This design comes from an exercise in tuning for small area, a short achievable clock period and few clock cycles on the open sky130 flow, not from production work. Where RTL was checked, it was by simulation tests only, not by an equivalence proof against the original. No functional check of the RTL was part of run 4. Power is estimated from default activity; no workload was simulated.

## flow/design.v

```verilog
module rsb_fieldmap (
    input  wire [7:0] fid,
    output reg  [3:0] freg
);
    always @* begin
        case (fid)
            8'h00, 8'h01:                               freg = 4'h0;
            8'h02, 8'h03, 8'h04:                        freg = 4'h1;
            8'h05, 8'h06, 8'h07, 8'h08, 8'h09, 8'h0A,
            8'h0B, 8'h0C, 8'h0D:                        freg = 4'h2;
            8'h0E, 8'h0F:                               freg = 4'h3;
            8'h10, 8'h11, 8'h12, 8'h13, 8'h14, 8'h15,
            8'h16, 8'h17, 8'h18:                        freg = 4'h4;
            8'h19, 8'h1A, 8'h1B, 8'h1C:                 freg = 4'h5;
            8'h1D, 8'h1E, 8'h1F, 8'h20, 8'h21:          freg = 4'h6;
            8'h22, 8'h23:                               freg = 4'h7;
            8'h24, 8'h25, 8'h26, 8'h27, 8'h28, 8'h29,
            8'h2A, 8'h2B:                               freg = 4'hA;
            8'h2C, 8'h2D, 8'h2E, 8'h2F:                 freg = 4'hB;
            8'h30:                                      freg = 4'hC;
            8'h31:                                      freg = 4'hD;
            8'h32:                                      freg = 4'hE;
            default:                                    freg = 4'hF;
        endcase
    end
endmodule
module fm_rsb (
    input  wire        clk,
    input  wire        rst,
    input  wire        cmd_valid,
    output wire        cmd_ready,
    input  wire [31:0] cmd,
    output reg         rsp_valid,
    output wire [31:0] rsp,
    output reg         bus_req,
    output reg  [1:0]  bus_op,
    output reg  [7:0]  bus_wdata,
    output reg         bus_rnack,
    input  wire        bus_done,
    input  wire        bus_ack,
    input  wire [7:0]  bus_rdata,
    output reg         dly_req,
    output reg  [9:0]  dly_ms,
    input  wire        dly_done
);
    localparam [1:0] B_BEGIN = 2'd0, B_WRITE = 2'd1, B_READ = 2'd2, B_END = 2'd3;
    function [15:0] fread(input [7:0] a, input [15:0] w);
        begin
            case (a)
            8'h00: fread = {12'h0, w[15:12]};
            8'h01: fread = {4'h0, w[11:0]};
            8'h02: fread = {10'h0, w[15:10]};
            8'h03: fread = {12'h0, w[9:6]};
            8'h04: fread = {10'h0, w[5:0]};
            8'h05: fread = {15'h0, w[15:15]};
            8'h06: fread = {15'h0, w[14:14]};
            8'h07: fread = {15'h0, w[13:13]};
            8'h08: fread = {15'h0, w[11:11]};
            8'h09: fread = {15'h0, w[10:10]};
            8'h0A: fread = {15'h0, w[9:9]};
            8'h0B: fread = {15'h0, w[8:8]};
            8'h0C: fread = {15'h0, w[6:6]};
            8'h0D: fread = {15'h0, w[0:0]};
            8'h0E: fread = {15'h0, w[15:15]};
            8'h0F: fread = {6'h0, w[9:0]};
            8'h10: fread = {15'h0, w[15:15]};
            8'h11: fread = {15'h0, w[14:14]};
            8'h12: fread = {15'h0, w[12:12]};
            8'h13: fread = {15'h0, w[11:11]};
            8'h14: fread = {15'h0, w[10:10]};
            8'h15: fread = {14'h0, w[7:6]};
            8'h16: fread = {14'h0, w[5:4]};
            8'h17: fread = {14'h0, w[3:2]};
            8'h18: fread = {14'h0, w[1:0]};
            8'h19: fread = {8'h0, w[15:8]};
            8'h1A: fread = {14'h0, w[7:6]};
            8'h1B: fread = {14'h0, w[5:4]};
            8'h1C: fread = {12'h0, w[3:0]};
            8'h1D: fread = {14'h0, w[15:14]};
            8'h1E: fread = {14'h0, w[13:12]};
            8'h1F: fread = {15'h0, w[8:8]};
            8'h20: fread = {12'h0, w[7:4]};
            8'h21: fread = {12'h0, w[3:0]};
            8'h22: fread = {15'h0, w[15:15]};
            8'h23: fread = {15'h0, w[14:14]};
            8'h24: fread = {15'h0, w[15:15]};
            8'h25: fread = {15'h0, w[14:14]};
            8'h26: fread = {15'h0, w[13:13]};
            8'h27: fread = {15'h0, w[12:12]};
            8'h28: fread = {15'h0, w[11:11]};
            8'h29: fread = {14'h0, w[10:9]};
            8'h2A: fread = {15'h0, w[8:8]};
            8'h2B: fread = {8'h0, w[7:0]};
            8'h2C: fread = {14'h0, w[15:14]};
            8'h2D: fread = {14'h0, w[13:12]};
            8'h2E: fread = {14'h0, w[11:10]};
            8'h2F: fread = {6'h0, w[9:0]};
            8'h30: fread = w;
            8'h31: fread = w;
            8'h32: fread = w;
            8'h33: fread = w;
            default: fread = 16'h0;
            endcase
        end
    endfunction
    function [15:0] fmerge(input [7:0] a, input [15:0] w, input [15:0] d);
        begin
            fmerge = w;
            case (a)
            8'h00: fmerge[15:12] = d[3:0];
            8'h01: fmerge[11:0] = d[11:0];
            8'h02: fmerge[15:10] = d[5:0];
            8'h03: fmerge[9:6] = d[3:0];
            8'h04: fmerge[5:0] = d[5:0];
            8'h05: fmerge[15:15] = d[0:0];
            8'h06: fmerge[14:14] = d[0:0];
            8'h07: fmerge[13:13] = d[0:0];
            8'h08: fmerge[11:11] = d[0:0];
            8'h09: fmerge[10:10] = d[0:0];
            8'h0A: fmerge[9:9] = d[0:0];
            8'h0B: fmerge[8:8] = d[0:0];
            8'h0C: fmerge[6:6] = d[0:0];
            8'h0D: fmerge[0:0] = d[0:0];
            8'h0E: fmerge[15:15] = d[0:0];
            8'h0F: fmerge[9:0] = d[9:0];
            8'h10: fmerge[15:15] = d[0:0];
            8'h11: fmerge[14:14] = d[0:0];
            8'h12: fmerge[12:12] = d[0:0];
            8'h13: fmerge[11:11] = d[0:0];
            8'h14: fmerge[10:10] = d[0:0];
            8'h15: fmerge[7:6] = d[1:0];
            8'h16: fmerge[5:4] = d[1:0];
            8'h17: fmerge[3:2] = d[1:0];
            8'h18: fmerge[1:0] = d[1:0];
            8'h19: fmerge[15:8] = d[7:0];
            8'h1A: fmerge[7:6] = d[1:0];
            8'h1B: fmerge[5:4] = d[1:0];
            8'h1C: fmerge[3:0] = d[3:0];
            8'h1D: fmerge[15:14] = d[1:0];
            8'h1E: fmerge[13:12] = d[1:0];
            8'h1F: fmerge[8:8] = d[0:0];
            8'h20: fmerge[7:4] = d[3:0];
            8'h21: fmerge[3:0] = d[3:0];
            8'h22: fmerge[15:15] = d[0:0];
            8'h23: fmerge[14:14] = d[0:0];
            8'h24: fmerge[15:15] = d[0:0];
            8'h25: fmerge[14:14] = d[0:0];
            8'h26: fmerge[13:13] = d[0:0];
            8'h27: fmerge[12:12] = d[0:0];
            8'h28: fmerge[11:11] = d[0:0];
            8'h29: fmerge[10:9] = d[1:0];
            8'h2A: fmerge[8:8] = d[0:0];
            8'h2B: fmerge[7:0] = d[7:0];
            8'h2C: fmerge[15:14] = d[1:0];
            8'h2D: fmerge[13:12] = d[1:0];
            8'h2E: fmerge[11:10] = d[1:0];
            8'h2F: fmerge[9:0] = d[9:0];
            8'h30: fmerge[15:0] = d[15:0];
            8'h31: fmerge[15:0] = d[15:0];
            8'h32: fmerge[15:0] = d[15:0];
            8'h33: fmerge[15:0] = d[15:0];
            default: ;
            endcase
        end
    endfunction
    function [2:0] cclass(input [31:0] c);
        reg [7:0] op, a;
        reg a0, d0, ah0, fv;
        begin
            op  = c[31:24];
            a   = c[23:16];
            a0  = (a == 8'h0);
            d0  = (c[15:0] == 16'h0);
            ah0 = (a[7:4] == 4'h0);
            fv  = (a < 8'h34);
            case (op)
                8'h10:                   cclass = {ah0 && d0, 1'b0, ah0 && d0};
                8'h11:                   cclass = {ah0, 2'b00};
                8'h12:                   cclass = {fv && d0, 1'b0, fv && d0};
                8'h13:                   cclass = {fv, 2'b00};
                8'h20, 8'h21, 8'h30, 8'h31, 8'h33:
                                         cclass = {a0 && d0, a0 && d0, 1'b0};
                8'h32, 8'h42, 8'h43, 8'h44:
                                         cclass = {a0 && d0, 1'b0, a0 && d0};
                8'h40, 8'h41:            cclass = {d0, 2'b00};
                default:                 cclass = 3'b000;
            endcase
        end
    endfunction
    wire [15:0] xw [0:15];         
    reg        bs_lo;              
    reg        be_lo;              
    reg [1:0]  spc;                
    reg        pwr_on;             
    reg        rdy;                
    reg        ex;                 
    reg [31:0] cq;                 
    reg        rsp_ok;
    reg [15:0] rsp_d;
    assign cmd_ready = rdy;
    assign rsp = {rsp_ok, 15'h0, rsp_d};
    reg [3:0]  ptr;                
    reg        lo;                 
    reg [3:0]  st;                 
    reg        start_q;            
    reg        srd;                
    reg        aph;                
    reg [1:0]  code;               
    reg        wr_go;              
    reg [7:0]  rdq;
    reg        mw_go;              
    reg [1:0]  mwg;
    wire [7:0]  op = cq[31:24];
    wire [7:0]  a  = cq[23:16];
    wire [15:0] d  = cq[15:0];
    wire [15:0] rword = xw[ptr];
    wire       acc     = rdy && cmd_valid;
    wire [2:0] icls    = cclass(cmd);
    wire       i_legal = icls[2];
    wire       i_long  = icls[1];
    wire       i_fast  = !(icls[1] || icls[0]);    
    wire [2:0] xcls    = cclass(cq);
    wire x_legal = xcls[2];
    wire x_read  = xcls[0];
    wire c_rdw   = (op == 8'h10) && x_legal;
    wire c_wrw   = (op == 8'h11) && x_legal;
    wire c_rdf   = (op == 8'h12) && x_legal;
    wire c_wrf   = (op == 8'h13) && x_legal;
    wire c_pwrup = (op == 8'h30) && x_legal;
    wire c_pwrdn = (op == 8'h31) && x_legal;
    wire c_rdpwr = (op == 8'h32) && x_legal;
    wire c_start = (op == 8'h33) && x_legal;
    wire c_band  = (op == 8'h40) && x_legal;
    wire c_space = (op == 8'h41) && x_legal;
    wire c_rdbs  = (op == 8'h42) && x_legal;
    wire c_rdbe  = (op == 8'h43) && x_legal;
    wire c_rdsp  = (op == 8'h44) && x_legal;
    reg [15:0] sdata;
    always @* begin
        sdata = 16'h0;
        if (c_rdw)   sdata = rword;
        if (c_rdf)   sdata = fread(a, rword);
        if (c_rdpwr) sdata = {14'h0, pwr_on, pwr_on};
        if (c_rdbs)  sdata = bs_lo ? 16'd7600 : 16'd8750;
        if (c_rdbe)  sdata = be_lo ? 16'd9000 : 16'd10800;
        if (c_rdsp)  sdata = (spc == 2'd0) ? 16'd20 : (spc == 2'd1) ? 16'd10 : 16'd5;
    end
    function [1:0] skind(input [3:0] s);    
        case (s)
            4'd0, 4'd2, 4'd5, 4'd8, 4'd10: skind = 2'd0;
            4'd4, 4'd7, 4'd12:             skind = 2'd2;
            default:                       skind = 2'd1;
        endcase
    endfunction
    function [9:0] sms(input [3:0] s);
        case (s)
            4'd4:    sms = 10'd500;
            4'd7:    sms = 10'd110;
            default: sms = 10'd10;
        endcase
    endfunction
    function [2:0] smw(input [3:0] s);      
        case (s)
            4'd3:    smw = 3'b100;
            4'd6:    smw = 3'b101;
            4'd11:   smw = 3'b110;
            4'd9:    smw = 3'b111;
            default: smw = 3'b000;
        endcase
    endfunction
    wire [3:0] i_s0 = !cmd[28] ? {3'b000, cmd[24]} : (cmd[25:24] == 2'b01) ? 4'd10 : 4'd2;
    wire       s_last = (st == 4'd0) || (st == 4'd1) || (st == 4'd9) || (st == 4'd12) ||
                        ((st == 4'd7) && !start_q);
    wire [3:0] s_nx   = st + 4'd1;
    wire [1:0] n_kind = skind(s_nx);
    wire [2:0] n_mw   = smw(s_nx);
    wire bd       = bus_done & bus_req;
    wire dd       = dly_done & dly_req;
    wire step_end = (bd && bus_op == B_END) || dd;
    wire launch   = step_end && !s_last;
    wire finish   = step_end && s_last;
    wire        sh_we = wr_go || (ex && (c_wrw || c_wrf));
    wire [15:0] wd    = wr_go ? (lo ? {rword[15:8], rdq} : {rdq, rword[7:0]}) :
                        c_wrw ? d : fmerge(a, rword, d);
    genvar gi;
    generate
        for (gi = 0; gi < 16; gi = gi + 1) begin : g_word
            reg [15:0] w;
            assign xw[gi] = w;
            always @(posedge clk) begin
                if (sh_we && ptr == gi)
                    w <= wd;
                if (mw_go) begin
                    case (mwg)
                        2'd0: if (gi == 7) w[15] <= 1'b1;            
                        2'd1: if (gi == 2) begin                      
                                  w[0]  <= 1'b1;
                                  w[6]  <= 1'b0;
                                  w[14] <= 1'b0;
                              end
                        2'd2: begin                                   
                                  if (gi == 7) w[14] <= 1'b1;         
                                  if (gi == 4) w[5:0] <= 6'h0;        
                                  if (gi == 2) begin                  
                                      w[0]  <= 1'b1;
                                      w[6]  <= 1'b1;
                                      w[14] <= 1'b1;
                                  end
                              end
                        default: begin                                
                                  if (gi == 5) w[15:4] <= 12'h191;    
                                  if (gi == 6) w[7:0] <= 8'h48;       
                                  if (gi == 2) w[10] <= 1'b0;         
                              end
                    endcase
                end
            end
        end
    endgenerate
    wire [3:0] cmd_freg;
    rsb_fieldmap u_fmap (.fid(cmd[23:16]), .freg(cmd_freg));
    always @(posedge clk) begin
        cq  <= cmd;
        rdq <= bus_rdata;
        if (rst) begin
            rdy       <= 1'b1;
            ex        <= 1'b0;
            rsp_valid <= 1'b0;
            bus_req   <= 1'b0;
            dly_req   <= 1'b0;
            wr_go     <= 1'b0;
            mw_go     <= 1'b0;
            pwr_on    <= 1'b0;
            bs_lo     <= 1'b0;
            be_lo     <= 1'b0;
            spc       <= 2'd1;
        end else begin
            ex        <= acc;
            rsp_valid <= (ex && x_read) || finish || (acc && i_fast);
            wr_go     <= bd && (bus_op == B_READ);
            mw_go     <= 1'b0;
            if (acc && !i_fast) rdy <= 1'b0;
            if (acc && i_long) begin
                bus_req <= 1'b1;
                bus_op  <= B_BEGIN;
            end
            if (ex) begin
                if (c_band) begin
                    if (a == 8'd0) begin bs_lo <= 1'b0; be_lo <= 1'b0; end
                    if (a == 8'd1) begin bs_lo <= 1'b1; be_lo <= 1'b0; end
                    if (a == 8'd2) begin bs_lo <= 1'b1; be_lo <= 1'b1; end
                end
                if (c_space && a < 8'd3) spc <= a[1:0];
                if (c_start) begin bs_lo <= 1'b0; be_lo <= 1'b0; spc <= 2'd1; end
                if (c_pwrup || c_start) pwr_on <= 1'b1;
                if (c_pwrdn) pwr_on <= 1'b0;
                if (x_read) rdy <= 1'b1;
            end
            if (finish) rdy <= 1'b1;
            if (bd) begin
                case (bus_op)
                    B_BEGIN: begin
                        bus_op    <= B_WRITE;
                        bus_wdata <= {7'h10, srd};
                        aph       <= 1'b1;
                        ptr       <= srd ? 4'hA : 4'h2;
                        lo        <= 1'b0;
                    end
                    B_WRITE: begin
                        aph <= 1'b0;
                        if (!bus_ack) begin
                            bus_op <= B_END;
                            if (st == 4'd1) code <= aph ? 2'd1 : (lo ? 2'd2 : 2'd3);
                        end else if (aph && srd) begin
                            bus_op    <= B_READ;
                            bus_rnack <= 1'b0;
                        end else if (!aph && ptr == 4'd8) begin
                            bus_op <= B_END;
                        end else begin
                            bus_wdata <= lo ? rword[7:0] : rword[15:8];
                            lo        <= !lo;
                            if (lo) ptr <= ptr + 4'd1;
                        end
                    end
                    B_READ: begin
                        if (ptr == 4'd9 && lo) bus_op <= B_END;
                        bus_rnack <= (ptr == 4'd9);
                    end
                    default: bus_req <= 1'b0;    
                endcase
            end
            if (dd) dly_req <= 1'b0;
            if (wr_go) begin
                lo <= !lo;
                if (lo) ptr <= ptr + 4'd1;
            end
            if (launch) begin
                st <= s_nx;
                if (n_kind == 2'd2) begin
                    dly_req <= 1'b1;
                    dly_ms  <= sms(s_nx);
                end else begin
                    bus_req <= 1'b1;
                    bus_op  <= B_BEGIN;
                    srd     <= (n_kind == 2'd0);
                end
                mw_go <= n_mw[2];
                mwg   <= n_mw[1:0];
            end
            if (ex && xcls[1]) begin
                start_q <= c_start;
                code    <= 2'd0;
            end
        end
        if (rdy) begin
            st  <= i_s0;
            srd <= (i_s0 != 4'd1);
            ptr <= cmd[25] ? cmd_freg : cmd[19:16];
        end
    end
    always @(posedge clk) begin
        if (ex && x_read) begin
            rsp_ok <= 1'b1;
            rsp_d  <= sdata;
        end else if (finish) begin
            rsp_ok <= 1'b1;
            rsp_d  <= {14'h0, code};
        end else begin
            rsp_ok <= i_legal;
            rsp_d  <= 16'h0;
        end
    end
endmodule
```

## flow/flow/run.sh

```bash
#!/bin/bash
# Standard layout, except: port buffers are plain buffers (buf_2) instead of the
# delay cells the default pick gives, and timing repair aims at a setup slack
# margin well above the one the clock period alone asks for, so that it sizes
# the critical paths. make's output goes to standard.log.
set -euo pipefail
bash standard.sh "BUFFER_PORTS_ARGS=-buffer_cell sky130_fd_sc_hd__buf_2" \
    SETUP_SLACK_MARGIN=6.5 finish > standard.log 2>&1
```

## flow/standard.sh

```bash
#!/bin/bash
# synth_recipe.tcl (not shown) runs the flow's synth.tcl, then flattens the netlist and writes it again
# the make line also repeats each setting of config.mk as NAME=value (left out here)
make -C /OpenROAD-flow-scripts/flow DESIGN_CONFIG=/design/flow/config.mk WORK_HOME=/design/flow/orfs CLKGATE_MAP_FILE= SYNTH_SCRIPT=/design/flow/synth_recipe.tcl "${@:-finish}"
```

## flow/config.mk

```make
export PLATFORM = sky130hd
export DESIGN_NAME = fm_rsb
export DESIGN_NICKNAME = fm_rsb
export VERILOG_FILES = /design/flow/design.v
export SDC_FILE = /design/flow/constraint.sdc
export NUM_CORES = 4
export LEC_CHECK = 0
export CAP_MARGIN = 20
export CORE_MARGIN = 2
export CORE_UTILIZATION = 40
export CTS_CLUSTER_DIAMETER = 100
export CTS_CLUSTER_SIZE = 30
export SLEW_MARGIN = 20
```

## flow/constraint.sdc

```tcl
create_clock -name core_clock -period 10.0 [get_ports {clk}]
set_input_delay 2.0000 -clock core_clock [delete_from_list [all_inputs] [get_ports {clk}]]
set_output_delay 2.0000 -clock core_clock [all_outputs]
set_load 0.01 [all_outputs]
```

==> results.txt, run 1 <==
sequential area share after synthesis=0.5654; Design Area, Final=19050 um^2; largest net degree at the start of global routing=67; max-slew violations=0; fillcell total=3921; antenna violations before repair=0; Final setup viols=0; layout cells sized above 1=0.1808; WP data required=10420 ps; Clock Tree Buf Depth=3; vias after detailed routing=13419; Placer Congestion=0.9433; drt wl/cell=26.10 um; worst-path fanout max=60; Fin Clk Skew=28.67 ps; WS Path Type=reg2reg; register area=9653 um^2; drc violations=0; maximum VDD drop=0.1120 mV; commonest non-fill, non-tap cell in the layout=edfxtp_1; Pre-antenna DRT Iters=6; synth-to-layout area growth=11.63%; syn avg cell area=11.10 um^2; # placed instances=2080; Post-Syn Instances=1537; post-DP HPWL=37350 um; max layer used=met4; root buf cell=clkbuf_16; io pins=103; met3 WL=4706 um; die area=44330 um^2; Leak=6.584 nW; RSZ-0062 raised after global routing=yes; port buffer count=85; Cell variety after synth=102; M1 WL=23100 um; top_reg_cell synth=edfxtp_1; period utilisation layout=0.3440; htree depth=1; worst-skew pair later-pin latency=540 ps; Initial Util=0.4060; number of synthesized flops with an enable pin=254; Worst slew margin=0.3948; pre-CTS setup slack=5571 ps; run status=complete, no violations; Detailed Route WL=55930 um; min Tclk post-route=3440 ps; Sum Neg Setup Slack=0 ps; number of core rows=75; first-pass GRT wire length=82180 um; Die H=210.6 um; Async SR Flop Fraction=0; Die Width=210.6 um; Final nets=1654; final core utilization=0.4532; # diodes=0; final cell count without fillers=2143; max-cap viol count=0; worst path arrival time=3860 ps; Multi-input gate area=6952 um^2; most frequent cells in the layout=edfxtp_1, nand2_1, dfxtp_1, nor2_1, buf_2; Final ANT Viol Nets=0; CORE AREA=42040 um^2; final hold violation count=0; power per cell area=153.3 nW/um^2; post-synthesis register bit count=355; Sink Count=355; CP endpoint kind=register; 1st-iter DRT viols=1598; vias per cell=6.262; R2R Setup Slk=6560 ps; number of global-route vias before repair=12727; grt total ovfl=0; Worst setup SP type=register; worst hold path type=reg2reg; clk slew on worst S/H paths=120 ps; CTS Buf Count=16; DP Area=17810 um^2; worst slew pin tran=902.4 ps; Mapped Area=17070 um^2; Worst Setup Slack, final=6560 ps; CTS tree=done; gr usage total=0.2438; met2 WL=26290 um; f_max=290.7 MHz; synth warn=2
==> worst max-delay path, stage by stage (launching register included) <==
cell	delay, ps
edfxtp_1	590
buf_12	340
nor2b_1	80
buf_4	220
a311oi_1	460
a31oi_1	240
buf_4	240
a221oi_1	490
o22ai_4	290
mux2i_1	220
o21ai_0	80
==> through the flow <==
step / power, mW / hold WS [ps]
after detailed placement: 2.056 / 447.9
after floorplan: 1.910 / 428.6
after global placement: 2.050 / 446.3
final: 2.920 / 473.9
after global routing: 2.998 / 494.8
after CTS: 2.866 / 473.6
==> metal layers <==
metal  GRT usage  vias to the layer above
li1            -                     5976
met1      0.3427                     6637
met2      0.3982                      704
met4     0.06945                        0
met5           0                        -
met3     0.02920                      102
==> Yosys cell counts, drive strengths merged, types with 33 or more instances <==
| master | n | area share |
|---|---|---|
| a21oi | 91 | 0.027 |
| a22oi | 46 | 0.020 |
| buf | 95 | 0.034 |
| clkbuf | 33 | 0.0073 |
| dfxtp | 101 | 0.12 |
| edfxtp | 254 | 0.45 |
| inv | 42 | 0.0092 |
| mux2i | 39 | 0.023 |
| nand2 | 126 | 0.028 |
| nand3 | 67 | 0.022 |
| nor2 | 102 | 0.023 |
| nor3 | 39 | 0.014 |
| o21ai | 84 | 0.025 |
==> path summary, 6_finish.rpt <==
kind                                 startpoint              end  cells past startpoint
worst max register to register           ptr[3]  g_word[2].w[14]                     10
worst max-delay path                     ptr[3]  g_word[2].w[14]                     10
worst min register to register  g_word[5].w[13]  g_word[5].w[13]                      2
worst min-delay path            g_word[5].w[13]  g_word[5].w[13]                      2
==> where the power goes <==
part	switching, mW	internal [mW]
Clock	0.477	0.331
Sequential	0.0219	1.63
Combinational	0.310	0.150
==> cell families (layout without fill, tap and decap cells) <==
| logic type | count (synthesis) | count (layout) | synth area share |
|---|---|---|---|
| adders and majority gates | 15 | 15 | 0.01085 |
| other | 1 | 17 | 0.0002197 |
| AOI/OAI and AO/OA | 443 | 443 | 0.1837 |
| buffers and inverters | 171 | 221 | 0.05081 |
| xor gates and xnor gates | 7 | 7 | 0.003592 |
| and+or+nand+nor | 496 | 497 | 0.1553 |
| muxes | 49 | 49 | 0.03013 |
| DFF | 355 | 355 | 0.5654 |
==> flip-flops by register name (all words and copies together) (netlist names), 2 cells and up <==
register and flops:
spc 2, code 2, mwg 2, bus_op 2
rsp_d 16, dly_ms 3, st 4, bus_wdata 8
rdq 8, cq 32, ptr 4, g_word.w 256
==> timing repair <==
item	4_1_cts	5_1_grt
setup buffers	12	19
gates cloned	0	4
resized for setup	59	35
pin swaps	7	18
endpoints found under the hold margin	0	0
hold buffers	0	0
setup endpoints to repair	471	361
==> cell type report <==
class                           instances  share of cell area
Timing Repair inverter                  2           0.0007881
Tap cell                              539             0.03540
Clock inverter                          3            0.002102
Inverter                               43            0.009720
Sequential cell                       355              0.5067
Multi-Input combinational cell       1028              0.3649
Clock buffer                           25             0.02390
Timing Repair Buffer                  148             0.05654
Testbench counts, summed over its fixed seeds: cycles 134,294.
==> run 2: changes to the inputs <==
--- a/flow/design.v
+++ b/flow/design.v
@@ -219,9 +219,7 @@
     wire       i_legal = icls[2];
     wire       i_long  = icls[1];
     wire       i_fast  = !(icls[1] || icls[0]);    
-    wire [2:0] xcls    = cclass(cq);
-    wire x_legal = xcls[2];
-    wire x_read  = xcls[0];
+    reg  x_legal, x_long, x_read;          
     wire c_rdw   = (op == 8'h10) && x_legal;
     wire c_wrw   = (op == 8'h11) && x_legal;
     wire c_rdf   = (op == 8'h12) && x_legal;
@@ -320,8 +318,11 @@
     wire [3:0] cmd_freg;
     rsb_fieldmap u_fmap (.fid(cmd[23:16]), .freg(cmd_freg));
     always @(posedge clk) begin
-        cq  <= cmd;
-        rdq <= bus_rdata;
+        cq      <= cmd;
+        rdq     <= bus_rdata;
+        x_legal <= i_legal;
+        x_long  <= i_long;
+        x_read  <= icls[0];
         if (rst) begin
             rdy       <= 1'b1;
             ex        <= 1'b0;
@@ -407,7 +408,7 @@
                 mw_go <= n_mw[2];
                 mwg   <= n_mw[1:0];
             end
-            if (ex && xcls[1]) begin
+            if (ex && x_long) begin
                 start_q <= c_start;
                 code    <= 2'd0;
             end
--- a/flow/config.mk
+++ b/flow/config.mk
@@ -5,9 +5,10 @@
 export SDC_FILE = /design/flow/constraint.sdc
 export NUM_CORES = 4
 export LEC_CHECK = 0
+export ABC_AREA = 1
 export CAP_MARGIN = 20
 export CORE_MARGIN = 2
 export CORE_UTILIZATION = 40
 export CTS_CLUSTER_DIAMETER = 100
-export CTS_CLUSTER_SIZE = 30
+export CTS_CLUSTER_SIZE = 26
 export SLEW_MARGIN = 20
==> run 2 against run 1 <==
  * Maximum frequency shrank 2.0%
  * Setup slack got worse by 69 ps
  * Cell area grew 1.1%
  * Routed wire length rose by 2.2%
  * Highest routed layer unchanged
  * Clock-buffer cell count is 4 higher
  * Clock skew up 0.55 ps
  * Largest cell class unchanged
  * Clock power is 5.2% higher
  * Sequential power about the same
  * Non-clock buffer count fell by 7
  * Still clean on timing, DRC and antenna
==> results.txt, run 2 <==
CTS Buf Count=18 (+2); Cell variety after synth=58 (-43%); vias after detailed routing=14563 (+8.5%); Worst setup SP type=register; grt total ovfl=0 (unchanged); critical-path cell list=nor2_2, nand3_1, nor2_1, inv_1, nand2_1, inv_1, nand2_1, nor3_1, o21ai_1, nand2_1, nand2_1, clkinv_2; worst slew pin tran=926.1 ps (+23.67 ps); CP endpoint kind=register; Initial Util=0.4023 (-0.003672); most frequent CP cell=nand2_1; vias per cell=5.448 (-13%); syn avg cell area=8.607 um^2 (-22%); Pre-antenna DRT Iters=5 (-1); max-cap viol count=0 (unchanged); commonest non-fill, non-tap cell in the layout=nand2_1; synth-to-layout area growth=11.94%; first-pass GRT wire length=83790 um (+2.0%); Final ANT Viol Nets=0 (unchanged); Design Area, Final=19270 um^2 (+1.1%); Sum Neg Setup Slack=0 ps (unchanged); Mapped Area=17210 um^2 (+0.87%); gr usage total=0.2495 (+0.005618); CP max stage delay=580 ps (about the same); antenna violations before repair=0 (unchanged); Leak=8.174 nW (+24%); WS Path Type=reg2reg; Placer Congestion=0.9759 (+3.5%); number of core rows=76 (+1.3%); Sink Count=358 (+0.85%); period utilisation layout=0.3509 (+0.006948); Synth area leader=edfxtp_1; worst path arrival time=3740 ps (-120 ps); ranking of synthesized cells by area=edfxtp_1, dfxtp_1, nand2_1; number of global-route vias before repair=13672 (+7.4%); Crit-path slowest cell=nor2_1; CP Buf/Inv Count=3 (unchanged); Async SR Flop Fraction=0 (unchanged); sequential area share after synthesis=0.5640 (-0.001360); die area=44710 um^2 (+0.85%); # hold bufs at CTS=0 (unchanged); Post-Syn Instances=2000 (+30%); synth warn=2 (unchanged); 1st-iter DRT viols=1497 (-6.3%); Synth top cells by count=nand2_1, nor2_1, edfxtp_1, inv_1, nand3_1; Fin Clk Skew=29.21 ps (+0.5450 ps); power per cell area=153.7 nW/um^2 (+0.31%); Die H=211.5 um (+0.43%); port buffer count=85 (unchanged); Detailed Route WL=57180 um (+2.2%); drc violations=0 (unchanged); drt wl/cell=21.39 um (-18%); RSZ-0062 raised after global routing=yes; min Tclk post-route=3509 ps (+69.48 ps); worst hold path type=reg2reg; top-count cell post-synth=nand2_1; final hold violation count=0 (unchanged); run status=complete, no violations; Largest Register=g_word.w; top_reg_cell synth=edfxtp_1; CORE AREA=42790 um^2 (+1.8%); largest net degree at the start of global routing=28 (-58%); Final nets=2173 (+31%); max reg flops=256 (unchanged); worst-skew pair later-pin latency=560 ps (+20 ps); post-DP HPWL=41410 um (+11%); clk slew on worst S/H paths=110 ps (about the same); DP Area=18140 um^2 (+1.9%); Clock Tree Buf Depth=3 (unchanged); Final setup viols=0 (unchanged); # diodes=0 (unchanged); CP top delay family=simple AND/OR/NAND/NOR gates; htree depth=1 (unchanged); io pins=103 (unchanged); CTS tree=done; Yosys top cell area share=0.4431 (-0.003833); Largest regs=g_word.w: 256 flops, cq: 32 flops, rsp_d: 16 flops; layout cells sized above 1=0.1269 (-0.05386); f_max=285.0 MHz (-2.0%); Tot Pwr=2.962 mW (+1.5%); number of synthesized flops with an enable pin=254 (unchanged); worst-path fanout max=14 (-77%); Worst slew margin=0.3803 (-0.01443); post-synthesis register bit count=358 (+0.85%); max-slew violations=0 (unchanged); Die Width=211.5 um (+0.43%); most frequent cells in the layout=nand2_1, edfxtp_1, nor2_1, inv_1, nand3_1; WP data required=10230 ps (-190 ps); root buf cell=clkbuf_16; maximum VDD drop=0.1002 mV (-11%)
-- run 2: changes by cell type in the layout (fill, tap and decap cells not counted), moves of 37 or more --
| cell | previous run | this run |
|---|---|---|
| mux2i_1 | 38 | 0 |
| a22oi_1 | 44 | 7 |
| inv_1 | 32 | 241 |
| nand3_1 | 63 | 125 |
| nand2_1 | 122 | 538 |
| nor2_1 | 90 | 253 |
-- run 2: metal layers --
metal / global-route usage / vias to the layer above / wire length, um
met1: 0.3633 / 7019 / 25560
li1: - / 6775 / -
met4: 0.08378 / 0 / 1712
met2: 0.3823 / 670 / 25200
met3: 0.03501 / 99 / 4712
met5: 0 / - / 0
-- run 2: layout make-up --
class                           count  area (um^2)
Clock buffer                       29        491.7
Multi-Input combinational cell   1331         6395
Fill cell                        4185        23520
Sequential cell                   358         9711
Timing Repair Buffer              141        899.6
Tap cell                          546        683.2
Clock inverter                      3        52.55
Inverter                          262         1017
Timing Repair inverter              3        20.02
-- run 2: cell families (layout without fill, tap and decap cells) --
group,after synthesis,after routing,share of synthesized area
simple gates,1054,1055,0.2615
flops,358,358,0.5640
buf+inv,328,438,0.08119
compound gates,246,246,0.08381
fa+ha+maj,12,12,0.008722
other cells,1,17,0.0002178
xor+xnor,1,1,0.0005089
-- run 2: path summary, 6_finish.rpt --
path | from | to | slack, ps | cells past startpoint
worst max-delay path | cq[19] | g_word[11].w[6] | 6490 | 12
worst min-delay path | g_word[5].w[11] | g_word[5].w[11] | 490 | 2
worst max register to register | cq[19] | g_word[11].w[6] | 6490 | 12
worst min register to register | g_word[5].w[11] | g_word[5].w[11] | 490 | 2
-- run 2: tightest hold or removal path, stage by stage, from the launching register on --
cell and delay (ps):
dfxtp_1 350, a21oi_1 70, nand2_1 50
-- run 2: report_power, final --
part	switching [mW]	leakage, nW	internal (mW)	total [mW]
clock	0.494	0.259	0.355	0.850
combinational	0.332	4.76	0.112	0.444
sequential	0.0147	3.16	1.65	1.67
total	0.841	8.17	2.12	2.96
-- run 2: stage by stage --
stage / setup WS, ps / cells / hold WS, ps / util
5_1_grt: 6492 / 2673 / 515.4 / 0.4503
3_3_place_gp: 5718 / 2599 / 458.2 / 0.4238
3_5_place_dp: 5815 / 2600 / 465.3 / 0.4239
2_1_floorplan: 6504 / 2016 / 428.9 / -
4_1_cts: 6423 / 2655 / 492.6 / 0.4435
6_report: 6491 / 2673 / 491.0 / 0.4503
-- run 2: repair_timing --
| action | in CTS | in global routing |
|---|---|---|
| setup endpoints to repair | 257 | 237 |
| pin swaps | 3 | 6 |
| cloned | 0 | 4 |
| setup buffers | 23 | 14 |
| resized for setup | 21 | 31 |
Testbench counts of run 2, summed over its fixed seeds: cycles 134,294.
==> run 3: changes to the inputs <==
--- a/flow/config.mk
+++ b/flow/config.mk
@@ -5,7 +5,6 @@
 export SDC_FILE = /design/flow/constraint.sdc
 export NUM_CORES = 4
 export LEC_CHECK = 0
-export ABC_AREA = 1
 export CAP_MARGIN = 20
 export CORE_MARGIN = 2
 export CORE_UTILIZATION = 40
==> run 3 against run 2 <==
  * Still clean on timing, DRC and antenna
  * Clock skew increased by 8.4 ps
  * Combinational power down 2%
  * Non-clock buffer count increased by 3
  * Maximum frequency grew 1.9%
  * Cell count shrank 20%
  * Synthesized cell count fell by 24%
  * Register-to-register slack better by 70 ps
  * Cell area shrank 0.39%
  * Power up 0.21%
  * Clock-buffer cell count shrank 2
  * Largest power group unchanged
  * Highest routed layer unchanged
==> results.txt, run 3 <==
run status=complete, no violations; Fin Clk Skew=37.59 ps (+8.383 ps); number of global-route vias before repair=12665 (-7.4%); Detailed Route WL=56600 um (-1.0%); # hold bufs at CTS=0 (unchanged); Post-Syn Instances=1519 (-24%); Crit-path slowest cell=or4_4; most frequent cells in the layout=edfxtp_1, nand2_1, dfxtp_1, nor2_1, buf_2; ranking of synthesized cells by area=edfxtp_1, dfxtp_1, nand2_1; max-cap viol count=0 (unchanged); max-slew violations=0 (unchanged); Placer Congestion=0.9473 (-2.9%); clk slew on worst S/H paths=110 ps (about the same); Die Width=210.7 um (-0.36%); WP data required=10290 ps (+60 ps); Cell variety after synth=91 (+57%); largest net degree at the start of global routing=59 (+110%); Adder-Cell Fraction of Synth Area=0.008787 (+0.00006515); worst hold path type=reg2reg; worst-path fanout max=5 (-9); commonest non-fill, non-tap cell in the layout=edfxtp_1; max reg flops=256 (unchanged); top-count cell post-synth=edfxtp_1; Mapped Area=17090 um^2 (-0.74%); min-delay src=g_word[6].w[4]; Synth Area in XOR/XNOR=0.003076 (+0.002567); Crit path depth=8 (-4); worst setup path end=bus_op[0]; Largest Register=g_word.w; Die H=210.7 um (-0.36%); Yosys top cell area share=0.4464 (+0.003310); Final ANT Viol Nets=0 (unchanged); Initial Util=0.4064 (+0.004148); Worst setup SP type=primary input; drc violations=0 (unchanged); f_max=290.5 MHz (+1.9%); synth-to-layout area growth=12.34%; antenna violations before repair=0 (unchanged); largest family of logic cells by synthesized area=compound AO/OA/AOI/OAI gates; Final setup viols=0 (unchanged); htree depth=1 (unchanged); number of core rows=75 (-1.3%); Final nets=1633 (-25%); Reg-to-Reg End=g_word[9].w[14]; Synth area leader=edfxtp_1; CP Buf/Inv Count=1 (-2); R2R Setup Slk=6560 ps (+70 ps); CP top delay family=simple AND/OR/NAND/NOR gates; Tot Pwr=2.969 mW (+0.21%); Leak=6.711 nW (-18%); critical-path cell list=buf_2, nor3_1, nand3_2, or4_4, a21bo_2, o21ai_1, a31o_2, a311oi_1; Pre-antenna DRT Iters=9 (+4); sequential area share after synthesis=0.5682 (+0.004213); top_reg_cell synth=edfxtp_1; worst slew pin tran=977.4 ps (+51.39 ps); Largest regs=g_word.w: 256 flops, cq: 32 flops, rsp_d: 16 flops; Async SR Flop Fraction=0 (unchanged); power per cell area=154.7 nW/um^2 (+0.60%); Sum Neg Setup Slack=0 ps (unchanged); worst path arrival time=3740 ps (about the same); number of synthesized flops with an enable pin=254 (unchanged); worst-skew pair later-pin latency=540 ps (-20 ps); # diodes=0 (unchanged); root buf cell=clkbuf_16; syn avg cell area=11.25 um^2 (+31%); RSZ-0062 raised after global routing=yes; vias per cell=6.366 (+17%); CP max stage delay=550 ps (-30 ps); post-DP HPWL=37850 um (-8.6%); vias after detailed routing=13534 (-7.1%); CORE AREA=42040 um^2 (-1.8%); post-synthesis compound-gate area fraction=0.1886 (+0.1048); die area=44390 um^2 (-0.73%); Clock Tree Buf Depth=3 (unchanged); post-synthesis register bit count=358 (unchanged); WS Path Type=in2reg; Worst slew margin=0.3484 (-0.03198); area share of and/or/nand/nor cells after synthesis=0.1506 (-0.1109); drt wl/cell=26.62 um (+24%); worst reg-to-reg path cell count=11 (-1); period utilisation layout=0.3443 (-0.006621); min Tclk post-route=3443 ps (-66.21 ps); grt total ovfl=0 (unchanged); first-pass GRT wire length=82340 um (-1.7%); maximum VDD drop=0.09871 mV (-1.4%); RR Startpoint=ptr[0]; CTS tree=done; synth warn=2 (unchanged); Setup crit start=cmd[16]; Synth top cells by count=edfxtp_1, nand2_1, dfxtp_1, nor2_1; layout cells sized above 1=0.1745 (+0.04760); multiplexer share of the synthesized area=0.03178 (+0.03178); CP endpoint kind=register; io pins=103 (unchanged); final hold violation count=0 (unchanged); 1st-iter DRT viols=1906 (+27%); Sink Count=358 (unchanged); gr usage total=0.2457 (-0.003711); CTS Buf Count=19 (+1); port buffer count=85 (unchanged)
run 3: report_power, final:
group / internal (mW) / switching, mW / leakage [nW] / total (mW)
clock: 0.372 / 0.502 / 0.282 / 0.874
sequential: 1.64 / 0.0196 / 3.15 / 1.66
combinational: 0.137 / 0.296 / 3.28 / 0.433
total: 2.15 / 0.818 / 6.71 / 2.97
run 3: area by class of cell:
| class | count | area, um^2 |
|---|---|---|
| Clock buffer | 27 | 505.5 |
| Fill cell | 3881 | 22850 |
| Timing Repair Buffer | 144 | 1003 |
| Clock inverter | 6 | 73.82 |
| Multi-Input combinational cell | 1006 | 7038 |
| Inverter | 46 | 187.7 |
| Sequential cell | 358 | 9712 |
| Tap cell | 539 | 674.4 |
run 3: worst min path at each step:
| stage | cells after the start | endpoint |
|---|---|---|
| after floorplan | 2 | g_word[5].w[4] |
| after global placement | 2 | g_word[6].w[4] |
| after detailed placement | 2 | g_word[6].w[4] |
| after CTS | 2 | g_word[6].w[4] |
| after global routing | 2 | g_word[4].w[2] |
| final | 2 | g_word[6].w[4] |
run 3: cells by family (layout without fill, tap and decap cells):
family	count (synthesis)	after routing
simple gates	487	487
xor+xnor	6	6
buf+inv	171	223
fa+ha+maj	12	12
mux	47	47
compound gates	437	437
other cells	1	17
flops	358	358
run 3: per-layer routing:
layer | global-route usage | routed length [um]
met1 | 0.3292 | 23020
met4 | 0.09859 | 2467
met3 | 0.03791 | 4598
met2 | 0.4007 | 26510
met5 | 0 | 0
run 3: timing repair:
action                                  4_1_cts  5_1_grt
endpoints found under the setup margin      257      214
gates cloned                                  0        2
pin swaps                                     2       11
buffers inserted                              4       15
resized for setup                            47       40
run 3: worst min-delay path: cells and delay by family (launching register included):
kind             cells  cell delay [ps]
flip-flops           1              320
AND/OR/NAND/NOR      1               60
AO/OA/AOI/OAI        1               60
run 3: stage by stage:
step / cell area (um^2) / hold slack (ps) / cells / setup slack [ps] / util
global placement: 17980 / 440.8 / 2070 / 5651 / 0.4277
global route: 19190 / 500.3 / 2126 / 6471 / 0.4566
CTS: 18810 / 470.8 / 2108 / 6486 / 0.4475
detailed placement: 17990 / 456.4 / 2071 / 5616 / 0.4279
finish: 19190 / 470.6 / 2126 / 6557 / 0.4566
floorplan: 17220 / 428.6 / 1535 / 6296 / -
==> run 4: changes to the inputs <==
--- a/flow/design.v
+++ b/flow/design.v
@@ -103,63 +103,62 @@
             endcase
         end
     endfunction
-    function [15:0] fmerge(input [7:0] a, input [15:0] w, input [15:0] d);
+    function [15:0] fshift(input [7:0] a, input [15:0] d);
         begin
-            fmerge = w;
             case (a)
-            8'h00: fmerge[15:12] = d[3:0];
-            8'h01: fmerge[11:0] = d[11:0];
-            8'h02: fmerge[15:10] = d[5:0];
-            8'h03: fmerge[9:6] = d[3:0];
-            8'h04: fmerge[5:0] = d[5:0];
-            8'h05: fmerge[15:15] = d[0:0];
-            8'h06: fmerge[14:14] = d[0:0];
-            8'h07: fmerge[13:13] = d[0:0];
-            8'h08: fmerge[11:11] = d[0:0];
-            8'h09: fmerge[10:10] = d[0:0];
-            8'h0A: fmerge[9:9] = d[0:0];
-            8'h0B: fmerge[8:8] = d[0:0];
-            8'h0C: fmerge[6:6] = d[0:0];
-            8'h0D: fmerge[0:0] = d[0:0];
-            8'h0E: fmerge[15:15] = d[0:0];
-            8'h0F: fmerge[9:0] = d[9:0];
-            8'h10: fmerge[15:15] = d[0:0];
-            8'h11: fmerge[14:14] = d[0:0];
-            8'h12: fmerge[12:12] = d[0:0];
-            8'h13: fmerge[11:11] = d[0:0];
-            8'h14: fmerge[10:10] = d[0:0];
-            8'h15: fmerge[7:6] = d[1:0];
-            8'h16: fmerge[5:4] = d[1:0];
-            8'h17: fmerge[3:2] = d[1:0];
-            8'h18: fmerge[1:0] = d[1:0];
-            8'h19: fmerge[15:8] = d[7:0];
-            8'h1A: fmerge[7:6] = d[1:0];
-            8'h1B: fmerge[5:4] = d[1:0];
-            8'h1C: fmerge[3:0] = d[3:0];
-            8'h1D: fmerge[15:14] = d[1:0];
-            8'h1E: fmerge[13:12] = d[1:0];
-            8'h1F: fmerge[8:8] = d[0:0];
-            8'h20: fmerge[7:4] = d[3:0];
-            8'h21: fmerge[3:0] = d[3:0];
-            8'h22: fmerge[15:15] = d[0:0];
-            8'h23: fmerge[14:14] = d[0:0];
-            8'h24: fmerge[15:15] = d[0:0];
-            8'h25: fmerge[14:14] = d[0:0];
-            8'h26: fmerge[13:13] = d[0:0];
-            8'h27: fmerge[12:12] = d[0:0];
-            8'h28: fmerge[11:11] = d[0:0];
-            8'h29: fmerge[10:9] = d[1:0];
-            8'h2A: fmerge[8:8] = d[0:0];
-            8'h2B: fmerge[7:0] = d[7:0];
-            8'h2C: fmerge[15:14] = d[1:0];
-            8'h2D: fmerge[13:12] = d[1:0];
-            8'h2E: fmerge[11:10] = d[1:0];
-            8'h2F: fmerge[9:0] = d[9:0];
-            8'h30: fmerge[15:0] = d[15:0];
-            8'h31: fmerge[15:0] = d[15:0];
-            8'h32: fmerge[15:0] = d[15:0];
-            8'h33: fmerge[15:0] = d[15:0];
-            default: ;
+            8'h00: fshift = {d[3:0], 12'h0};
+            8'h01: fshift = d;
+            8'h02: fshift = {d[5:0], 10'h0};
+            8'h03: fshift = {d[9:0], 6'h0};
+            8'h04: fshift = d;
+            8'h05: fshift = {d[0:0], 15'h0};
+            8'h06: fshift = {d[1:0], 14'h0};
+            8'h07: fshift = {d[2:0], 13'h0};
+            8'h08: fshift = {d[4:0], 11'h0};
+            8'h09: fshift = {d[5:0], 10'h0};
+            8'h0A: fshift = {d[6:0], 9'h0};
+            8'h0B: fshift = {d[7:0], 8'h0};
+            8'h0C: fshift = {d[9:0], 6'h0};
+            8'h0D: fshift = d;
+            8'h0E: fshift = {d[0:0], 15'h0};
+            8'h0F: fshift = d;
+            8'h10: fshift = {d[0:0], 15'h0};
+            8'h11: fshift = {d[1:0], 14'h0};
+            8'h12: fshift = {d[3:0], 12'h0};
+            8'h13: fshift = {d[4:0], 11'h0};
+            8'h14: fshift = {d[5:0], 10'h0};
+            8'h15: fshift = {d[9:0], 6'h0};
+            8'h16: fshift = {d[11:0], 4'h0};
+            8'h17: fshift = {d[13:0], 2'h0};
+            8'h18: fshift = d;
+            8'h19: fshift = {d[7:0], 8'h0};
+            8'h1A: fshift = {d[9:0], 6'h0};
+            8'h1B: fshift = {d[11:0], 4'h0};
+            8'h1C: fshift = d;
+            8'h1D: fshift = {d[1:0], 14'h0};
+            8'h1E: fshift = {d[3:0], 12'h0};
+            8'h1F: fshift = {d[7:0], 8'h0};
+            8'h20: fshift = {d[11:0], 4'h0};
+            8'h21: fshift = d;
+            8'h22: fshift = {d[0:0], 15'h0};
+            8'h23: fshift = {d[1:0], 14'h0};
+            8'h24: fshift = {d[0:0], 15'h0};
+            8'h25: fshift = {d[1:0], 14'h0};
+            8'h26: fshift = {d[2:0], 13'h0};
+            8'h27: fshift = {d[3:0], 12'h0};
+            8'h28: fshift = {d[4:0], 11'h0};
+            8'h29: fshift = {d[6:0], 9'h0};
+            8'h2A: fshift = {d[7:0], 8'h0};
+            8'h2B: fshift = d;
+            8'h2C: fshift = {d[1:0], 14'h0};
+            8'h2D: fshift = {d[3:0], 12'h0};
+            8'h2E: fshift = {d[5:0], 10'h0};
+            8'h2F: fshift = d;
+            8'h30: fshift = d;
+            8'h31: fshift = d;
+            8'h32: fshift = d;
+            8'h33: fshift = d;
+            default: fshift = d;
             endcase
         end
     endfunction
@@ -277,17 +276,44 @@
     wire step_end = (bd && bus_op == B_END) || dd;
     wire launch   = step_end && !s_last;
     wire finish   = step_end && s_last;
-    wire        sh_we = wr_go || (ex && (c_wrw || c_wrf));
-    wire [15:0] wd    = wr_go ? (lo ? {rword[15:8], rdq} : {rdq, rword[7:0]}) :
-                        c_wrw ? d : fmerge(a, rword, d);
+    wire [51:0] fsel;                          
+    genvar gf;
+    generate
+        for (gf = 0; gf < 52; gf = gf + 1) begin : g_fsel
+            assign fsel[gf] = ex && c_wrf && (a == gf);
+        end
+    endgenerate
+    wire [15:0] fen [0:15];
+    assign fen[0] = {fsel[0], fsel[0], fsel[0], fsel[0], fsel[1], fsel[1], fsel[1], fsel[1], fsel[1], fsel[1], fsel[1], fsel[1], fsel[1], fsel[1], fsel[1], fsel[1]};
+    assign fen[1] = {fsel[2], fsel[2], fsel[2], fsel[2], fsel[2], fsel[2], fsel[3], fsel[3], fsel[3], fsel[3], fsel[4], fsel[4], fsel[4], fsel[4], fsel[4], fsel[4]};
+    assign fen[2] = {fsel[5], fsel[6], fsel[7], 1'b0, fsel[8], fsel[9], fsel[10], fsel[11], 1'b0, fsel[12], 1'b0, 1'b0, 1'b0, 1'b0, 1'b0, fsel[13]};
+    assign fen[3] = {fsel[14], 1'b0, 1'b0, 1'b0, 1'b0, 1'b0, fsel[15], fsel[15], fsel[15], fsel[15], fsel[15], fsel[15], fsel[15], fsel[15], fsel[15], fsel[15]};
+    assign fen[4] = {fsel[16], fsel[17], 1'b0, fsel[18], fsel[19], fsel[20], 1'b0, 1'b0, fsel[21], fsel[21], fsel[22], fsel[22], fsel[23], fsel[23], fsel[24], fsel[24]};
+    assign fen[5] = {fsel[25], fsel[25], fsel[25], fsel[25], fsel[25], fsel[25], fsel[25], fsel[25], fsel[26], fsel[26], fsel[27], fsel[27], fsel[28], fsel[28], fsel[28], fsel[28]};
+    assign fen[6] = {fsel[29], fsel[29], fsel[30], fsel[30], 1'b0, 1'b0, 1'b0, fsel[31], fsel[32], fsel[32], fsel[32], fsel[32], fsel[33], fsel[33], fsel[33], fsel[33]};
+    assign fen[7] = {fsel[34], fsel[35], 1'b0, 1'b0, 1'b0, 1'b0, 1'b0, 1'b0, 1'b0, 1'b0, 1'b0, 1'b0, 1'b0, 1'b0, 1'b0, 1'b0};
+    assign fen[8] = {1'b0, 1'b0, 1'b0, 1'b0, 1'b0, 1'b0, 1'b0, 1'b0, 1'b0, 1'b0, 1'b0, 1'b0, 1'b0, 1'b0, 1'b0, 1'b0};
+    assign fen[9] = {1'b0, 1'b0, 1'b0, 1'b0, 1'b0, 1'b0, 1'b0, 1'b0, 1'b0, 1'b0, 1'b0, 1'b0, 1'b0, 1'b0, 1'b0, 1'b0};
+    assign fen[10] = {fsel[36], fsel[37], fsel[38], fsel[39], fsel[40], fsel[41], fsel[41], fsel[42], fsel[43], fsel[43], fsel[43], fsel[43], fsel[43], fsel[43], fsel[43], fsel[43]};
+    assign fen[11] = {fsel[44], fsel[44], fsel[45], fsel[45], fsel[46], fsel[46], fsel[47], fsel[47], fsel[47], fsel[47], fsel[47], fsel[47], fsel[47], fsel[47], fsel[47], fsel[47]};
+    assign fen[12] = {fsel[48], fsel[48], fsel[48], fsel[48], fsel[48], fsel[48], fsel[48], fsel[48], fsel[48], fsel[48], fsel[48], fsel[48], fsel[48], fsel[48], fsel[48], fsel[48]};
+    assign fen[13] = {fsel[49], fsel[49], fsel[49], fsel[49], fsel[49], fsel[49], fsel[49], fsel[49], fsel[49], fsel[49], fsel[49], fsel[49], fsel[49], fsel[49], fsel[49], fsel[49]};
+    assign fen[14] = {fsel[50], fsel[50], fsel[50], fsel[50], fsel[50], fsel[50], fsel[50], fsel[50], fsel[50], fsel[50], fsel[50], fsel[50], fsel[50], fsel[50], fsel[50], fsel[50]};
+    assign fen[15] = {fsel[51], fsel[51], fsel[51], fsel[51], fsel[51], fsel[51], fsel[51], fsel[51], fsel[51], fsel[51], fsel[51], fsel[51], fsel[51], fsel[51], fsel[51], fsel[51]};
+    wire [15:0] wd = wr_go ? {rdq, rdq} : c_wrw ? d : fshift(a, d);
     genvar gi;
     generate
         for (gi = 0; gi < 16; gi = gi + 1) begin : g_word
             reg [15:0] w;
             assign xw[gi] = w;
+            wire       wsel = (ptr == gi);
+            wire       b_hi = (wr_go && wsel && !lo) || (ex && c_wrw && a[3:0] == gi);
+            wire       b_lo = (wr_go && wsel &&  lo) || (ex && c_wrw && a[3:0] == gi);
+            wire [15:0] en  = {{8{b_hi}}, {8{b_lo}}} | fen[gi];
+            integer    b;
             always @(posedge clk) begin
-                if (sh_we && ptr == gi)
-                    w <= wd;
+                for (b = 0; b < 16; b = b + 1)
+                    if (en[b]) w[b] <= wd[b];
                 if (mw_go) begin
                     case (mwg)
                         2'd0: if (gi == 7) w[15] <= 1'b1;            
--- a/flow/config.mk
+++ b/flow/config.mk
@@ -9,5 +9,5 @@
 export CORE_MARGIN = 2
 export CORE_UTILIZATION = 40
 export CTS_CLUSTER_DIAMETER = 100
-export CTS_CLUSTER_SIZE = 26
+export CTS_CLUSTER_SIZE = 22
 export SLEW_MARGIN = 20
==> run 4 against run 3 <==
  * Still clean on timing, DRC and antenna
  * Utilization is 0.062 points higher
  * Flip-flop and latch count is the same
  * Clock skew shrank 16 ps
  * Register-to-register slack got worse by 20 ps
  * Maximum frequency decreased by 0.58%
  * Clock-buffer cell count grew 7
  * Power down 1.4%
  * First-iteration DRC count rose by 17%
  * Combinational power fell by 14%
  * Worst hold slack improved by 3.0 ps
  * Setup slack lost 20 ps
  * Largest cell class unchanged
  * Largest power group unchanged
  * Highest routed layer unchanged
==> results.txt, run 4 <==
Detailed Route WL=61870 um (+9.3%); clk slew on worst S/H paths=90 ps (-20 ps); Crit-path slowest cell=or3b_2; top-count cell post-synth=edfxtp_1; # diodes=0 (unchanged); vias after detailed routing=14365 (+6.1%); htree depth=1 (unchanged); vias per cell=6.533 (+2.6%); CP max stage delay=470 ps (-80 ps); Multi-input gate area=6987 um^2 (-0.73%); max-slew violations=0 (unchanged); post-DP HPWL=41520 um (+9.7%); Worst setup SP type=register; WP data required=10250 ps (-40 ps); worst hold path type=reg2reg; drc violations=0 (unchanged); hold endpoint=g_word[6].w[2]; f_max=288.8 MHz (-0.58%); Largest Register=g_word.w; first-pass GRT wire length=89800 um (+9.1%); number of core rows=75 (unchanged); antenna violations before repair=0 (unchanged); power per cell area=152.2 nW/um^2 (-1.6%); sw frac=0.2640 (-0.01147); Leak=6.588 nW (-1.8%); R2R Setup Slk=6540 ps (-20 ps); Synth area leader=edfxtp_1; Pre-antenna DRT Iters=7 (-2); grt total ovfl=0 (unchanged); commonest non-fill, non-tap cell in the layout=edfxtp_1; met1 Usage GRT=0.3718 (+0.04260); Final setup viols=0 (unchanged); Die Width=210.7 um (about the same); max-cap viol count=0 (unchanged); Fin Clk Skew=22.03 ps (-15.56 ps); number of global-route vias before repair=13461 (+6.3%); largest family of logic cells by synthesized area=compound AO/OA/AOI/OAI gates; Placer Congestion=0.9864 (+4.1%); Final ANT Viol Nets=0 (unchanged); synth-to-layout area growth=12.48%; CP top delay family=simple AND/OR/NAND/NOR gates; Int Power=2.153 mW (+0.12%); layout cells sized above 1=0.1693 (-0.005266); largest net degree at the start of global routing=66 (+12%); final hold violation count=0 (unchanged); post-synthesis compound-gate area fraction=0.2048 (+0.01617); Final nets=1705 (+4.4%); synth warn=2 (unchanged); met2 Use GR=0.4362 (+0.03551); Post-Syn Instances=1588 (+4.5%); Die H=210.7 um (about the same); CP Buf/Inv Count=2 (+1); min Tclk post-route=3463 ps (+20.15 ps); register area=9733 um^2 (+0.22%); gr usage total=0.2708 (+0.02507); sequential area share after synthesis=0.5682 (about the same); Sum Neg Setup Slack=0 ps (unchanged); Cell variety after synth=88 (-3.3%); min-delay src=g_word[6].w[2]; Async SR Flop Fraction=0 (unchanged); Clock Power Share=0.313 (+0.019); Sink Count=358 (unchanged); area share of and/or/nand/nor cells after synthesis=0.1451 (-0.005503); Clock Tree Buf Depth=3 (unchanged); CORE AREA=42040 um^2 (unchanged); Synth Area in XOR/XNOR=0.003075 (about the same); fillcell total=3931 (+1.3%); ranking of synthesized cells by area=edfxtp_1, dfxtp_1, o21ai_0; Adder-Cell Fraction of Synth Area=0.009519 (+0.0007316); global routing's busiest layer=met2; top_reg_cell synth=edfxtp_1; met3 GRT Util=0.03405 (-0.003866); die area=44390 um^2 (about the same); root buf cell=clkbuf_16; worst-skew pair later-pin latency=550 ps (about the same); CTS tree=done; Synth top cells by count=edfxtp_1, nand2_1, o21ai_0, dfxtp_1, nor2_1; Hold Crit Depth=2 (unchanged); run status=complete, no violations; Reg-to-Reg End=g_word[2].w[3]; 1st-iter DRT viols=2232 (+17%); max reg flops=256 (unchanged); Mapped Area=17090 um^2 (about the same); share of power burned in registers=0.560 (about the same); number of synthesized flops with an enable pin=254 (unchanged); Worst slew margin=0.3228 (-0.02554); RR Startpoint=cq[16]; Largest regs=g_word.w: 256 flops, cq: 32 flops, rsp_d: 16 flops; multiplexer share of the synthesized area=0.02241 (-0.009375); post-synthesis register bit count=358 (unchanged); worst reg-to-reg path cell count=9 (-2); hold_ws=473.5 ps (+2.952 ps); worst path arrival time=3710 ps (-30 ps); # hold bufs at CTS=0 (unchanged); Psw=0.7725 mW (-5.5%); CP endpoint kind=register; RSZ-0062 raised after global routing=yes; maximum VDD drop=0.1069 mV (+8.3%); worst slew pin tran=1005 ps (+27.68 ps); CTS Buf Count=20 (+1); syn avg cell area=10.76 um^2 (-4.3%); most frequent cells in the layout=edfxtp_1, nand2_1, o21ai_0, nor2_1, dfxtp_1; worst-path fanout max=17 (+12); drt wl/cell=28.14 um (+5.7%); Yosys top cell area share=0.4464 (about the same); critical-path cell list=buf_6, or3b_2, a2111oi_1, nor2_1, nand4_1, or3_4, nand2_2, a31oi_4, clkinvlp_4; port buffer count=85 (unchanged); WS Path Type=reg2reg; Gate power share=0.127 (-0.019); io pins=103 (unchanged); Initial Util=0.4065 (about the same); period utilisation layout=0.3463 (+0.002015)
## run 4: cell types whose count changed in the layout (fill, tap and decap cells not counted), sizes merged, moves of 9 or more
cell,change
a22o,+9
nand2b,-10
inv,-9
o22ai,+16
nor2,+10
nand2,+15
a31oi,+19
a21oi,+19
o21ai,+50
## run 4: cell type report
cell class,count,area share
Sequential cell,358,0.5064
Multi-Input combinational cell,1071,0.3635
Timing Repair Buffer,150,0.05260
Inverter,42,0.008983
Timing Repair inverter,3,0.001172
Clock inverter,2,0.002409
Clock buffer,34,0.02988
Tap cell,539,0.03509
## run 4: power by group through the flow
stage | logic, mW | clock network [mW] | registers, mW
2_1_floorplan | 0.196 | 0 | 1.66
3_5_place_dp | 0.309 | 0 | 1.68
6_report | 0.372 | 0.916 | 1.64
4_1_cts | 0.337 | 0.926 | 1.64
5_1_grt | 0.387 | 0.975 | 1.64
3_3_place_gp | 0.305 | 0 | 1.68
## run 4: metal layers
| metal | vias up | share of wire |
|---|---|---|
| met1 | 7097 | 0.40 |
| met3 | 161 | 0.10 |
| met2 | 894 | 0.46 |
| li1 | 6213 | - |
| met5 | - | 0 |
| met4 | 0 | 0.047 |
## run 4: how the worst max path moves through the flow
stage / start / endpoint / slack, ps / cells after the start
floorplan: bus_done / lo / 6610 / 5
global placement: cq[19] / g_word[11].w[2] / 5430 / 8
detailed placement: cq[19] / g_word[13].w[2] / 5420 / 8
CTS: ptr[3] / bus_wdata[7] / 6500 / 7
global route: cq[17] / g_word[5].w[14] / 6450 / 10
finish: cq[16] / g_word[2].w[3] / 6540 / 9
## run 4: kinds of logic after synthesis
| family | Yosys count |
|---|---|
| XOR/XNOR | 6 |
| buffers and inverters | 177 |
| adder cells (fa/ha/maj) | 13 |
| other | 1 |
| multiplexers | 36 |
| AO/OA/AOI/OAI | 510 |
| AND/OR/NAND/NOR | 487 |
| flip-flops | 358 |
## run 4: worst register-to-register path, delay by kind of cell (launching register included)
kind | cells | cell delay, ps
buffers and inverters | 2 | 490
and+or+nand+nor | 5 | 1360
DFF | 1 | 420
AOI/OAI and AO/OA | 2 | 900
## run 4: metrics by stage
step | power (mW) | instance area, um^2 | std cells | util | worst slack [ps]
finish | 2.926 | 19220 | 2199 | 0.4572 | 6537
global route | 3.002 | 19220 | 2199 | 0.4572 | 6452
CTS | 2.901 | 18920 | 2181 | 0.4501 | 6500
detailed placement | 1.985 | 17910 | 2128 | 0.4260 | 5418
global placement | 1.981 | 17910 | 2128 | 0.4260 | 5431
floorplan | 1.854 | 17150 | 1604 | - | 6609
## run 4: what timing repair did
action	CTS	global route
setup buffers	16	13
gates resized for setup	67	30
pin swaps	6	1
cloned	1	5
endpoints found under the setup margin	297	233
endpoints found under the hold margin	0	0

[static timing again, ports no longer ideal]
The flow's constraints put no driver on any port. The routed layouts listed below were extracted and timed again, unchanged, in two steps. Step 1, drivers: a clkbuf_16 drives clk and a buf_2 each remaining input, both assumed. Step 2, shift: input delay + t, output delay - t, t = (earliest + latest rising clock arrival at the registers) / 2. This alone moves slack from input paths to output paths. a / b / c = ideal / step 1 / step 2; a / b = the first two.
| run | t, ns | setup slack, ns | worst setup path after step 2 | worst register clock-pin slew, ns | pins driven straight from the clock port |
|---|---|---|---|---|---|
| run 1 | 0.574 | 6.560 / 6.560 / 6.091 | input to register | 0.12 / 0.12 | 1 |
| run 2 | 0.595 | 6.491 / 6.491 / 6.097 | input to register | 0.11 / 0.11 | 1 |
| run 3 | 0.577 | 6.557 / 6.558 / 6.013 | input to register | 0.11 / 0.11 | 1 |
| run 4 | 0.599 | 6.537 / 6.537 / 6.134 | input to register | 0.10 / 0.10 | 1 |
After both steps every run listed still meets setup and hold. For run 3, which loses most, drivers alone change the setup slack by +0.001 ns; drivers and shift together by -0.544 ns.
